This is an optimization exercise on Yosys and OpenROAD, whose aim is small area, a short achievable clock period and few clock cycles per item, not a production implementation.
Only simulation tests tie the RTL to the original design; equivalence was not proved.
Power is estimated from default activity; no workload was simulated.

### flow/run.sh
#!/bin/bash
# synth_recipe.tcl (not shown) runs the flow's synth.tcl, then flattens the netlist and writes it again
# the make line also repeats each setting of config.mk as NAME=value (left out here)
make -C /OpenROAD-flow-scripts/flow DESIGN_CONFIG=/design/flow/config.mk WORK_HOME=/design/flow/orfs CLKGATE_MAP_FILE= SYNTH_SCRIPT=/design/flow/synth_recipe.tcl finish
### flow/config.mk
export PLATFORM = sky130hd
export DESIGN_NAME = canser_rx
export DESIGN_NICKNAME = canser_rx
export VERILOG_FILES = /design/flow/design.v
export SDC_FILE = /design/flow/constraint.sdc
export NUM_CORES = 4
export LEC_CHECK = 0
export CAP_MARGIN = 20
export CORE_MARGIN = 2
export CORE_UTILIZATION = 40
export SLEW_MARGIN = 20
### flow/design.v
module ts_dequant (
    input  wire        clk,
    input  wire        rst,
    input  wire        start,      
    input  wire [31:0] k,          
    output wire        done,       
    output wire [63:0] result      
);
    localparam DVD_W = 65;
    reg  [DVD_W-1:0] dvd;
    reg  [9:0]       rem;
    reg  [55:0]      q;
    reg  [5:0]       lz;
    reg              zero;
    reg  [6:0]       iter;
    reg              busy;
    reg              done_q;
    reg [5:0] lz_k;
    integer i;
    always @* begin
        lz_k = 6'd32;
        for (i = 0; i < 32; i = i + 1)
            if (k[i]) lz_k = 6'd31 - i[5:0];
    end
    wire [10:0] trial = {rem, dvd[DVD_W-1]};
    wire        qbit  = trial >= 11'd1000;
    wire [10:0] diff  = trial - 11'd1000;
    always @(posedge clk) begin
        if (rst) begin
            busy   <= 1'b0;
            done_q <= 1'b0;
            iter   <= 7'd0;
        end else if (start) begin
            dvd    <= {k << lz_k, 33'd0};
            rem    <= 10'd0;
            q      <= 56'd0;
            lz     <= lz_k;
            zero   <= (k == 32'd0);
            iter   <= 7'd0;
            busy   <= 1'b1;
            done_q <= 1'b0;
        end else if (busy) begin
            rem  <= qbit ? diff[9:0] : trial[9:0];
            q    <= {q[54:0], qbit};
            dvd  <= dvd << 1;
            iter <= iter + 7'd1;
            if (iter == DVD_W - 1) begin
                busy   <= 1'b0;
                done_q <= 1'b1;
            end
        end
    end
    wire        hi    = q[55];
    wire [52:0] m     = hi ? q[55:3] : q[54:2];
    wire        g     = hi ? q[2] : q[1];
    wire        s     = (hi ? (q[1] | q[0]) : q[0]) | (rem != 10'd0);
    wire        up    = g & (s | m[0]);
    wire [53:0] mr    = {1'b0, m} + {53'd0, up};
    wire        carry = mr[53];
    wire [51:0] frac  = carry ? 52'd0 : mr[51:0];
    wire [10:0] bexp  = (hi ? 11'd1045 : 11'd1044) - {5'd0, lz} + {10'd0, carry};
    assign done   = done_q;
    assign result = zero ? 64'd0 : {1'b0, bexp, frac};
endmodule
module canser_rx (
    input  wire        clk,
    input  wire        rst,
    input  wire        in_valid,
    input  wire [7:0]  in_data,
    output wire        in_ready,
    output wire        out_valid,
    input  wire        out_ready,
    output wire [28:0] out_id,
    output wire [3:0]  out_dlc,
    output wire [63:0] out_data,
    output wire [31:0] out_ts_ms,
    output wire [63:0] out_ts
);
    localparam [7:0] START = 8'hAA;
    localparam [7:0] END   = 8'hBB;
    localparam       BUFN  = 19;         
    localparam [1:0] S_SCAN = 2'd0, S_DIV = 2'd1, S_OUT = 2'd2;
    reg [7:0]  rxb [0:BUFN-1];           
    reg [4:0]  cnt;                      
    reg [4:0]  skip;                     
    reg [1:0]  state;
    reg [28:0] id_q;
    reg [3:0]  dlc_q;
    reg [63:0] data_q;
    reg [31:0] ts_ms_q;
    wire [7:0] dlc_b   = rxb[5];
    wire       is_start = (cnt != 5'd0) && (rxb[0] == START);
    wire       hdr     = cnt >= 5'd11;
    wire       dlc_ok  = dlc_b <= 8'd8;
    wire [4:0] need    = 5'd11 + {1'b0, dlc_b[3:0]};
    wire       full    = cnt >= need;
    reg [7:0] end_b;
    always @* begin
        case (dlc_b[3:0])
            4'd0: end_b = rxb[10];
            4'd1: end_b = rxb[11];
            4'd2: end_b = rxb[12];
            4'd3: end_b = rxb[13];
            4'd4: end_b = rxb[14];
            4'd5: end_b = rxb[15];
            4'd6: end_b = rxb[16];
            4'd7: end_b = rxb[17];
            default: end_b = rxb[18];
        endcase
    end
    wire frame_ok = (rxb[6][7:5] == 3'b000) && (end_b == END);
    wire scan    = (state == S_SCAN) && (skip == 5'd0);
    wire accept  = scan && is_start && hdr && dlc_ok && full && frame_ok;
    wire reject  = scan && (cnt != 5'd0) &&
                   (!is_start || (hdr && (!dlc_ok || (full && !frame_ok))));
    wire drop1   = reject || ((skip != 5'd0) && (cnt != 5'd0));
    assign in_ready = cnt < BUFN;
    wire   in_fire  = in_valid && in_ready;
    wire [4:0] base = drop1 ? cnt - 5'd1 : cnt;
    integer j;
    always @(posedge clk) begin
        for (j = 0; j < BUFN; j = j + 1) begin
            if (in_fire && (j == base))
                rxb[j] <= in_data;
            else if (drop1 && (j < BUFN - 1))
                rxb[j] <= rxb[j + 1];
        end
    end
    always @(posedge clk) begin
        if (rst) begin
            cnt  <= 5'd0;
            skip <= 5'd0;
        end else begin
            cnt <= base + {4'd0, in_fire};
            if (accept)
                skip <= need;
            else if (drop1 && (skip != 5'd0))
                skip <= skip - 5'd1;
        end
    end
    integer k;
    always @(posedge clk) begin
        if (accept) begin
            id_q    <= {rxb[6][4:0], rxb[7], rxb[8], rxb[9]};
            dlc_q   <= dlc_b[3:0];
            ts_ms_q <= {rxb[1], rxb[2], rxb[3], rxb[4]};
            for (k = 0; k < 8; k = k + 1)
                data_q[8*k +: 8] <= (k < dlc_b) ? rxb[10 + k] : 8'd0;
        end
    end
    wire        div_done;
    wire [63:0] div_result;
    ts_dequant u_dequant (
        .clk    (clk),
        .rst    (rst),
        .start  (accept),
        .k      ({rxb[1], rxb[2], rxb[3], rxb[4]}),
        .done   (div_done),
        .result (div_result)
    );
    always @(posedge clk) begin
        if (rst)
            state <= S_SCAN;
        else begin
            case (state)
                S_SCAN: if (accept)    state <= S_DIV;
                S_DIV:  if (div_done)  state <= S_OUT;
                S_OUT:  if (out_ready) state <= S_SCAN;
                default:               state <= S_SCAN;
            endcase
        end
    end
    assign out_valid = (state == S_OUT);
    assign out_id    = id_q;
    assign out_dlc   = dlc_q;
    assign out_data  = data_q;
    assign out_ts_ms = ts_ms_q;
    assign out_ts    = div_result;
endmodule
### flow/constraint.sdc
create_clock -name core_clock -period 10.0 [get_ports {clk}]
set_input_delay 2.0000 -clock core_clock [delete_from_list [all_inputs] [get_ports {clk}]]
set_output_delay 2.0000 -clock core_clock [all_outputs]
set_load 0.01 [all_outputs]
==> reports/qor.yml <==
status:
  outcome: "complete, no violations"
sta:
  tightestPinTransition_ps: 1190
  max_freq_mhz: 135
  setup_tns_ps: 0
  clock_skew_ps: 24.9
  relSlewSlack_pct: 20.1
  finalHoldViolCount: 0
  period_share_pct: 73.9
  setup_viol: 0
  slew_violations: 0
  min_period_ps: 7390
  rsz0062_at_grt: "false"
clock_tree:
  clockRootBuffer: "clkbuf_16"
  cts_hold_buffers: 0
  clock-sinks: 407
  cts_setup_buffers: 0
  cts_buffers: 45
  clk_pin_slew_ps: 60
  cts_buffer_depth: 3
  clock_latency_ps: 590
  cts_resized: 0
  htreeDepth: 2
  tritoncts: "yes"
logic_synthesis:
  synth_flop_cell: "edfxtp_1"
  ys_warn_count: 3
  synth_area_leader_cell: "edfxtp_1"
  yosysMostFrequentCell: "edfxtp_1"
  synthArstFlopShare_pct: 0
  synth_cell_types: 95
  ys_top_cells_by_area: "edfxtp_1, mux2_2, mux2i_1"
  synth-edff-count: 386
  synth_fp_nets: 1886
  syn_area_um2: 22000
  synth_area_per_cell_um2: 11.9
  synth_cells: 1846
  synthTopCellsByCount: "edfxtp_1, nor2_1, mux2_2"
  seq_area_frac_synth_pct: 54.6
  synth.top_cell.area_share_pct: 52.7
  ys_ff_latch: 407
run:
  max-cap-violations: 0
final_layout:
  seq_area_um2: 12000
  drive_gt1_share_pct: 12.8
  syn_to_final_growth_pct: 18.0
  layout.nets: 2056
  multi_input_area_um2: 9330
  antennaDiodeCount: 0
  nFillCells: 4793
setup_path:
  r2r-end: "rxb[7][3]"
  reg2reg_depth: 11
  crit_required_ps: 8000
  startpoint_type: "register"
  rrSetupSlack_ps: 4190
  end_kind: "output pin"
  rr_startpoint: "rxb[5][1]"
  path_class: "reg2out"
  arrival_ps: 5390
  cp_max_fo: 104
place:
  hpwl_um: 42100
  gp_congestion: 0.887
  portBuffers: 205
floorplan:
  initial_core_util_pct: 40.7
  rows: 85
  die_area_um2: 56900
  die_x_um: 238
  coreArea_um2: 54000
  die_h_um: 238
  num_io_pins: 207
grt:
  grt_overflow: 0
  grt_usage_pct: 21.2
  grt_max_degree: 105
  grt_pass1_vias: 15300
  antenna_found_initial: 0
  grt_pass1_wl_um: 92900
detailed_routing:
  drc: 0
  viasPerCell: 5.74
  firstDrtPassIters: 5
  drtIter0Drc: 1305
  wire_per_inst_um: 22.6
  postRouteAntennaNets: 0
  num_vias: 15700
  drt-total-wl_um: 61800
hold_path:
  whs_endpoint: "id_q[6]"
  hold_class: "reg2reg"
  whs_path_depth: 0
  hold_start: "rxb[9][6]"
pwr:
  irDropWorstVdd_mv: 0.128
  p_leak_uw: 0.00900
  powerDensity_nw_per_um2: 262
  total_power_uw: 6800
state kept, by name, indices dropped and copies added, names as in the netlist:
name	count
u_dequant.rem	10
u_dequant.zero	1
data_q	64
u_dequant.q	56
u_dequant.busy	1
cnt	5
u_dequant.done_q	1
ts_ms_q	32
u_dequant.iter	7
u_dequant.dvd	32
state	2
dlc_q	4
id_q	29
skip	5
u_dequant.lz	6
rxb	152
final cells by class:
cell class,count,area share [%]
inverters,47,0.699
repair buffers,224,8.49
flip-flops and latches,407,46.3
multi-input cells,1291,36.0
well taps,696,3.36
clock buffers,53,4.50
clock inverters,23,0.695
cell families (layout without fill, tap and decap cells):
kind of cell,count (synthesis),after routing,share of synthesized area [%]
AOI/OAI and AO/OA,298,298,9.70
xor gates and xnor gates,96,96,3.82
adders and majority gates,28,28,1.63
buffers and inverters,148,347,3.02
DFF,407,407,54.6
muxes,247,247,12.3
other,1,1,0.0171
and+or+nand+nor,621,621,14.9
per-layer routing:
| layer | GRT usage (%) | vias to the layer above | share of wire [%] |
|---|---|---|---|
| met5 | 0 | - | 0 |
| met4 | 6.46 | 0 | 2.2 |
| met3 | 3.25 | 95 | 6.0 |
| met2 | 34.2 | 559 | 47 |
| met1 | 29.6 | 7833 | 44 |
| li1 | - | 7237 | - |
where the power goes:
group | switching (uW) | internal, uW
combinational | 1350 | 914
clock | 687 | 861
sequential | 483 | 2500
total | 2520 | 4270
per-stage QoR:
| step | worst slack, ps | util [%] | cells | hold slack [ps] | instance area (um^2) |
|---|---|---|---|---|---|
| floorplan | 2630 | - | 1846 | 422 | 22000 |
| CTS | 2560 | 48.0 | 2741 | 451 | 25900 |
| global route | 2230 | 48.0 | 2741 | 455 | 25900 |
| finish | 2610 | 48.0 | 2741 | 454 | 25900 |
| detailed placement | 3220 | 45.5 | 2665 | 435 | 24600 |
| global placement | 3310 | 45.5 | 2665 | 432 | 24600 |
worst max path at each step:
stage,slack [ps],endpoint,from
2_1_floorplan,2630,u_dequant.dvd[33],rxb[5][0]
3_3_place_gp,3310,out_ts[57],u_dequant.q[55]
3_5_place_dp,3220,out_ts[57],u_dequant.q[55]
4_1_cts,2560,out_ts[57],u_dequant.q[55]
5_1_grt,2230,out_ts[57],u_dequant.q[55]
6_report,2610,out_ts[57],u_dequant.q[55]
cells in the final DEF (no fill, tap or decap), types with 7 or more instances in the layout:
| master | n |
|---|---|
| a21oi_1 | 60 |
| buf_4 | 18 |
| and2_1 | 73 |
| or2_2 | 12 |
| clkbuf_1 | 7 |
| mux2_2 | 132 |
| o2111ai_1 | 7 |
| or4_1 | 10 |
| nor3_1 | 26 |
| a21o_1 | 12 |
| o31ai_1 | 7 |
| inv_1 | 43 |
| xnor2_1 | 49 |
| xor2_1 | 47 |
| nand2b_1 | 10 |
| nor4_1 | 19 |
| nand4_1 | 20 |
| mux2i_1 | 94 |
| dfxtp_1 | 21 |
| a221oi_1 | 12 |
| clkinv_2 | 8 |
| clkinv_1 | 10 |
| nand2_1 | 115 |
| o21ai_0 | 49 |
| nand3_1 | 57 |
| clkdlybuf4s50_1 | 204 |
| nor2_1 | 141 |
| o22ai_1 | 8 |
| edfxtp_1 | 386 |
| clkbuf_16 | 45 |
| and3_1 | 10 |
| a22oi_1 | 14 |
| o21a_1 | 8 |
| a211oi_1 | 41 |
| nor2b_1 | 87 |
| mux2_1 | 15 |
| ha_1 | 27 |
critical path, cell delays in order, from the launching register on:
cell and delay [ps]:
edfxtp_1 420, buf_12 420, nand2_1 150, a2111o_1 550
or4_4 590, nor4_4 420, nand2_2 110, nor4b_4 360
o2111a_1 330, ha_1 220, a21oi_1 80, nor2_1 150
a21oi_1 90, nor2_1 190, xnor2_1 90, nor2_1 90
clkdlybuf4s50_1 540
Testbench counts, summed over its fixed seeds: cycles 137,938, messages 1,995.

-- static timing again, ports no longer ideal --
The flow's constraints put no driver on any port. The routed layout listed below was extracted and timed again, unchanged, in two steps.
Step 1: set_driving_cell puts a clkbuf_16 on clk and a buf_2 on each other input, an assumption about the parent block.
Step 2 times the ports against the registers' clock, not the clock port: input delays grow and output delays shrink by t, the midpoint of the rising clock arrivals with the driver on.
Slacks: ideal / step 1 / step 2; pairs: ideal / step 1.
t (ns): 0.645
setup WS [ns]: 2.612 / 2.549 / 3.194
pins driven straight from the clock port: 1
After both steps this run still meets setup and hold. The setup slack of this run moves by -0.063 ns with the drivers and by +0.582 ns with both steps.
